From an optimization exercise on the open Yosys and OpenROAD flow, aimed at small area, a short achievable clock period and few clock cycles per item; shortcuts taken in it are not production practice. Function was checked by simulation only, so behaviour that the tests miss may differ from the original. Power is estimated from default activity; no workload was simulated.

==> flow/design.v <==
module anim_stream_decoder #(
    parameter NPIX = 4096
) (
    input  wire       clk,
    input  wire       rst,
    input  wire       in_valid,
    output wire       in_ready,
    input  wire [7:0] in_data,
    input  wire       in_last,
    output wire       o_valid,
    input  wire       o_ready,
    output wire [1:0] o_kind,     
    output wire [7:0] o_data,
    output wire       o_keep      
);
    localparam PW = (NPIX > 255) ? $clog2(NPIX + 1) : 9;
    localparam K_HDR = 2'd0;
    localparam K_PAL = 2'd1;
    localparam K_PIX = 2'd2;
    localparam K_END = 2'd3;
    localparam E_OK        = 3'd0;
    localparam E_CONFIG    = 3'd1;
    localparam E_TRUNCATED = 3'd2;
    localparam E_FRAMING   = 3'd3;
    localparam E_TRAILING  = 3'd4;
    localparam S_HDR0 = 4'd0;    
    localparam S_HDR1 = 4'd1;    
    localparam S_HDR2 = 4'd2;    
    localparam S_PAL  = 4'd3;    
    localparam S_LIT  = 4'd4;    
    localparam S_DIFF = 4'd5;    
    localparam S_SAME = 4'd6;    
    localparam S_RHDR = 4'd7;    
    localparam S_FEND = 4'd8;    
    localparam S_CHKS = 4'd9;    
    localparam S_END  = 4'd11;   
    localparam S_CHKD = 4'd13;   
    localparam [PW-1:0] NPIXW = NPIX;
    localparam          NBIG  = (NPIX >= 256);
    localparam          NLAST = (NPIX == 1);
    reg [3:0]    state;
    reg [7:0]    q0, q1, q2;
    reg          v0, v1, v2;
    reg [2:0]    off;
    reg [3:0]    offb;
    reg          last_seen;     
    reg          rdy;
    reg [7:0]    frames;        
    reg          ivz;           
    reg [2:0]    bpp;           
    reg [2:0]    err;           
    reg [PW-1:0] left;          
    reg          lst_last;      
    reg          big;           
    reg [7:0]    run_left;      
    reg          run_last;      
    reg          ov;
    reg [1:0]    okind;
    reg [7:0]    odata;
    reg          okeep;
    assign o_valid  = ov;
    assign o_kind   = okind;
    assign o_data   = odata;
    assign o_keep   = okeep;
    assign in_ready = rdy;
    wire slot_free = !ov || o_ready;
    wire take      = in_valid && rdy;
    wire [15:0] win   = {q1, q0} >> off;
    wire [7:0]  f8    = win[7:0];
    wire [7:0]  pmask = 8'hff >> (4'd8 - {1'b0, bpp});
    wire        f8z   = (f8 == 8'd0);
    wire off0 = (off == 3'd0);
    wire av8  = v1 || (v0 && off0);
    wire avb  = v1 || (v0 && (!offb[3] || offb[2:0] == 3'd0));
    wire [6:0] rlen    = f8[7:1];
    wire [7:0] rn      = {rlen == 7'd0, rlen};
    wire       rn_last = (rlen == 7'd1);
    wire [PW-1:0] left_dec  = left - 1'b1;
    wire [7:0]    run_dec   = run_left - 8'd1;
    wire          overrun   = run_left > left[7:0];
    wire          cfg_bad   = frames == 8'd0 || ivz || f8z || f8[7:3] != 5'd0;
    wire          fifo_done = !v1 && !(v0 && off0);   
    wire st_hdr  = (state[3:2] == 2'b00) && (state[1:0] != 2'b11);
    wire st_byte = (state[3:2] == 2'b00);             
    wire st_pixb = (state[3:1] == 3'b010);            
    wire st_same = (state == S_SAME);
    wire st_rhdr = (state == S_RHDR);
    wire st_fend = (state == S_FEND);
    wire st_chk  = (state == S_CHKS) || (state == S_CHKD);
    wire st_end  = (state == S_END);
    wire can  = st_byte && av8 || st_pixb && avb || st_same || st_end && last_seen;
    wire emit = can && slot_free;
    wire hdr_same = st_same && run_last && big && av8;
    wire hdr_rhdr = st_rhdr && av8;
    wire pop = st_byte && av8 && slot_free ||
               st_pixb && avb && offb[3] && slot_free ||
               hdr_same && slot_free || hdr_rhdr ||
               st_fend && !off0;
    wire trunc = last_seen && (st_byte && !av8 || st_pixb && !avb || st_rhdr && !av8);
    wire ls_nxt = (st_end && slot_free && last_seen) ? 1'b0 :
                  take ? in_last : last_seen;
    wire v2_nxt = !st_end && (take && !pop ? v1 : !take && pop ? 1'b0 : v2);
    reg [3:0] nstate;
    always @(*) begin
        nstate = state;
        if (trunc) begin
            nstate = S_END;
        end else begin
            case (state)
                S_HDR0: if (emit) nstate = S_HDR1;
                S_HDR1: if (emit) nstate = S_HDR2;
                S_HDR2: if (emit) nstate = cfg_bad ? S_END : S_PAL;
                S_PAL:  if (emit && lst_last) nstate = S_LIT;
                S_LIT:  if (emit && lst_last) nstate = S_FEND;
                S_DIFF: if (emit && lst_last) nstate = S_FEND;
                        else if (emit && run_last) nstate = S_RHDR;
                S_SAME: if (emit && run_last)
                            nstate = (big && av8) ? (f8[0] ? S_DIFF : S_SAME) :
                                     lst_last ? S_FEND : S_RHDR;
                S_RHDR: if (av8) nstate = big ? (f8[0] ? S_DIFF : S_SAME) :
                                                (f8[0] ? S_CHKD : S_CHKS);
                S_CHKS, S_CHKD: nstate = overrun ? S_END : (state[2] ? S_DIFF : S_SAME);
                S_FEND: nstate = (frames == 8'd1) ? S_END : S_RHDR;
                S_END:  if (emit) nstate = S_HDR0;
                default: nstate = S_HDR0;
            endcase
        end
    end
    reg [2:0] err_nxt;
    always @(*) begin
        case (state)
            S_HDR2:         err_nxt = av8 ? E_CONFIG : E_TRUNCATED;
            S_CHKS, S_CHKD: err_nxt = E_FRAMING;
            S_FEND:         err_nxt = (last_seen && fifo_done) ? E_OK : E_TRAILING;
            default:        err_nxt = E_TRUNCATED;
        endcase
    end
    always @(posedge clk) begin
        if (rst) begin
            state     <= S_HDR0;
            v0        <= 1'b0;
            v1        <= 1'b0;
            v2        <= 1'b0;
            off       <= 3'd0;
            last_seen <= 1'b0;
            rdy       <= 1'b1;
            ov        <= 1'b0;
        end else begin
            state <= nstate;
            q0 <= (!v0 || (!v1 && pop)) ? in_data : pop ? q1 : q0;
            q1 <= (!v1 || (!v2 && pop)) ? in_data : pop ? q2 : q1;
            q2 <= (!v2 || pop) ? in_data : q2;
            if (st_end) begin
                v0 <= 1'b0;
                v1 <= 1'b0;
            end else if (take && !pop) begin
                v0 <= 1'b1;
                v1 <= v0;
            end else if (!take && pop) begin
                v0 <= v1;
                v1 <= v2;
            end
            v2        <= v2_nxt;
            last_seen <= ls_nxt;
            rdy       <= !ls_nxt && !v2_nxt;
            if (st_pixb && emit) begin
                off  <= offb[2:0];
                offb <= {1'b0, offb[2:0]} + {1'b0, bpp};
            end else if (st_fend || st_end) begin
                off  <= 3'd0;
                offb <= {1'b0, bpp};
            end else if (state == S_HDR2) begin
                offb <= {1'b0, f8[2:0]};
            end
            if (slot_free) begin
                ov    <= can;
                okind <= st_end ? K_END : st_same || st_pixb ? K_PIX :
                         state == S_PAL ? K_PAL : K_HDR;
                odata <= st_end ? {5'd0, err} : st_same ? 8'd0 :
                         st_pixb ? f8 & pmask : f8;
                okeep <= st_same;
            end
            if (state == S_HDR0)
                frames <= f8;
            else if (st_fend)
                frames <= frames - 8'd1;
            if (state == S_HDR1)
                ivz <= f8z;
            if (state == S_HDR2)
                bpp <= f8[2:0];
            if (!st_end)
                err <= err_nxt;
            if (state == S_HDR2) begin
                left     <= {{(PW-2){1'b0}}, 2'd3} << f8[2:0];
                lst_last <= 1'b0;
            end else if (emit && lst_last && state == S_PAL || st_fend) begin
                left     <= NPIXW;
                lst_last <= NLAST;
                big      <= NBIG;
            end else if (emit && !st_end && !st_hdr) begin
                left     <= left_dec;
                lst_last <= (left == {{(PW-2){1'b0}}, 2'd2});
                big      <= (left_dec[PW-1:8] != 0);
            end
            if (hdr_same && slot_free || hdr_rhdr) begin
                run_left <= rn;
                run_last <= rn_last;
            end else if (emit) begin
                run_left <= run_dec;
                run_last <= (run_left == 8'd2);
            end
        end
    end
endmodule
clock: 5.5 ns
lec_check: 0
abc_area: 1
cap_margin: 20
core_margin: 2
core_utilization: 60
setup_slack_margin: 3.2
slew_margin: 20
standard.sh (not shown) runs the stock make flow with config.mk's settings and CLKGATE_MAP_FILE= SYNTH_SCRIPT=/design/flow/synth_recipe.tcl, a recipe that flattens the netlist after the stock synthesis.
==> flow/flow/run.sh <==
#!/bin/bash
# The standard layout (the standard.sh: ORFS synthesis through finish),
# with one change: the buffers ORFS puts on the input and output ports are
# sky130_fd_sc_hd__buf_2 cells instead of the default delay-cell buffers.
# make's full output goes to flow_make.log in the work folder; each ORFS step
# also writes its own log under orfs/logs/.
set -euo pipefail
cd "$(dirname "${BASH_SOURCE[0]}")/.."
bash standard.sh "BUFFER_PORTS_ARGS=-buffer_cell sky130_fd_sc_hd__buf_2" finish > flow_make.log 2>&1
The starting point passed the timing, design-rule and antenna checks.
Testbench counts at the start, summed over its fixed seeds: cycles 265,670, pixels 262,144.
Rerun with:
--- a/flow/config.mk
+++ b/flow/config.mk
@@ -10,4 +10,4 @@
 export CORE_MARGIN = 2
-export CORE_UTILIZATION = 60
-export SETUP_SLACK_MARGIN = 3.2
+export CORE_UTILIZATION = 50
+export SETUP_SLACK_MARGIN = 3.3
 export SLEW_MARGIN = 20
Area after synthesis stays the same.
Critical path depth is higher by 2.
Setup slack improved by 46 ps.
Global-route usage is lower by 3.1 points.
Maximum frequency is higher by a few percent.
Clock power is lower by a few percent.
Final area is higher by a few percent.
Flip-flop and latch count does not change.


alpha:
// anim_stream_decoder: RTL as listed in full above, without the edits since
==> flow/config.mk <==
export PLATFORM = sky130hd
export DESIGN_NAME = anim_stream_decoder
export DESIGN_NICKNAME = anim_stream_decoder
export VERILOG_FILES = /design/flow/design.v
export SDC_FILE = /design/flow/constraint.sdc
export NUM_CORES = 4
export LEC_CHECK = 0
export ABC_AREA = 1
export CAP_MARGIN = 20
export CORE_MARGIN = 2
export CORE_UTILIZATION = 60
export SETUP_SLACK_MARGIN = 3.35
export SLEW_MARGIN = 20
==> flow/constraint.sdc <==
create_clock -name core_clock -period 5.5 [get_ports {clk}]
set_input_delay 1.1000 -clock core_clock [delete_from_list [all_inputs] [get_ports {clk}]]
set_output_delay 1.1000 -clock core_clock [all_outputs]
set_load 0.01 [all_outputs]
Scripts as last shown in full above: flow/flow/run.sh
Testbench counts of alpha, summed over its fixed seeds: cycles 265,670, pixels 262,144.
Here is what was changed in the inputs of beta compared with alpha.
- a change of SETUP_SLACK_MARGIN from 3.35 to 3.25
### Flow results
- Taking alpha as the reference, in beta die footprint closely matched the old numbers, wire length of the first global-routing pass increased 0.89%, violation count after the first detailed-route iteration went down, setup slack decreased 97 ps, minimum hold slack higher.
- Going from alpha to beta, the critical path depth was found to have gone up by 2.
--- input diff beta..gamma ---
- a change of SETUP_SLACK_MARGIN from 3.25 to 3.3
- a change of CORE_UTILIZATION from 60 to 70
--- outcome ---
STATUS standby leakage power: gamma loses against beta
Between gamma and beta, it is gamma whose count of plain and timing-repair buffers in the layout is higher, by 5.
Higher number of standard-cell rows in the floorplan among beta and gamma: beta
Comparing gamma against beta, there is no change at all in number of antenna-violating nets in the routed design.
gamma vs. beta: final estimated routing congestion in global placement has decreased, number of sequential cells saw little to no change, number of cell instances on the worst register-to-register path -3, share of the clock period used by the worst path down 1.1 points.
| final instance count without filler cells | gamma vs beta | 0.35% lower |

what the ideal ports hide:
No port has a modelled driver above. Below, the same layouts with a new extraction and two added sets of constraints. Step 1: set_driving_cell puts a clkbuf_16 on clk and a buf_2 on each other input, an assumption about the parent block. Step 2 adds t to the input delays and takes it off the output delays; t is the mean of the earliest and latest rising clock arrival at the registers after step 1. Input paths then give back, and output paths get back, about the clock's delay inside the block. a / b / c = no drivers / after step 1 / after step 2; a / b = the first two.
| run | shift t [ns] | slack for setup (ns) | worst setup path at the end | clock arrival spread, ns | cell pins on the clock port's net |
|---|---|---|---|---|---|
| the first run of note 1 | 0.398 | 3.255 / 3.271 / 2.872 | input to register | 0.018 / 0.019 | 1 |
| the second run of note 1 | 0.407 | 3.302 / 3.298 / 2.891 | input to register | 0.014 / 0.014 | 1 |
| alpha | 0.401 | 3.294 / 3.290 / 2.889 | input to register | 0.011 / 0.011 | 1 |
| beta | 0.389 | 3.198 / 3.198 / 2.813 | input to register | 0.012 / 0.011 | 1 |
| gamma | 0.393 | 3.259 / 3.254 / 2.861 | input to register | 0.016 / 0.016 | 1 |
After both steps setup and hold are still met in every run listed. The setup slack of the second run of note 1, which loses most, moves by -0.004 ns with the drivers and by -0.411 ns with both steps.
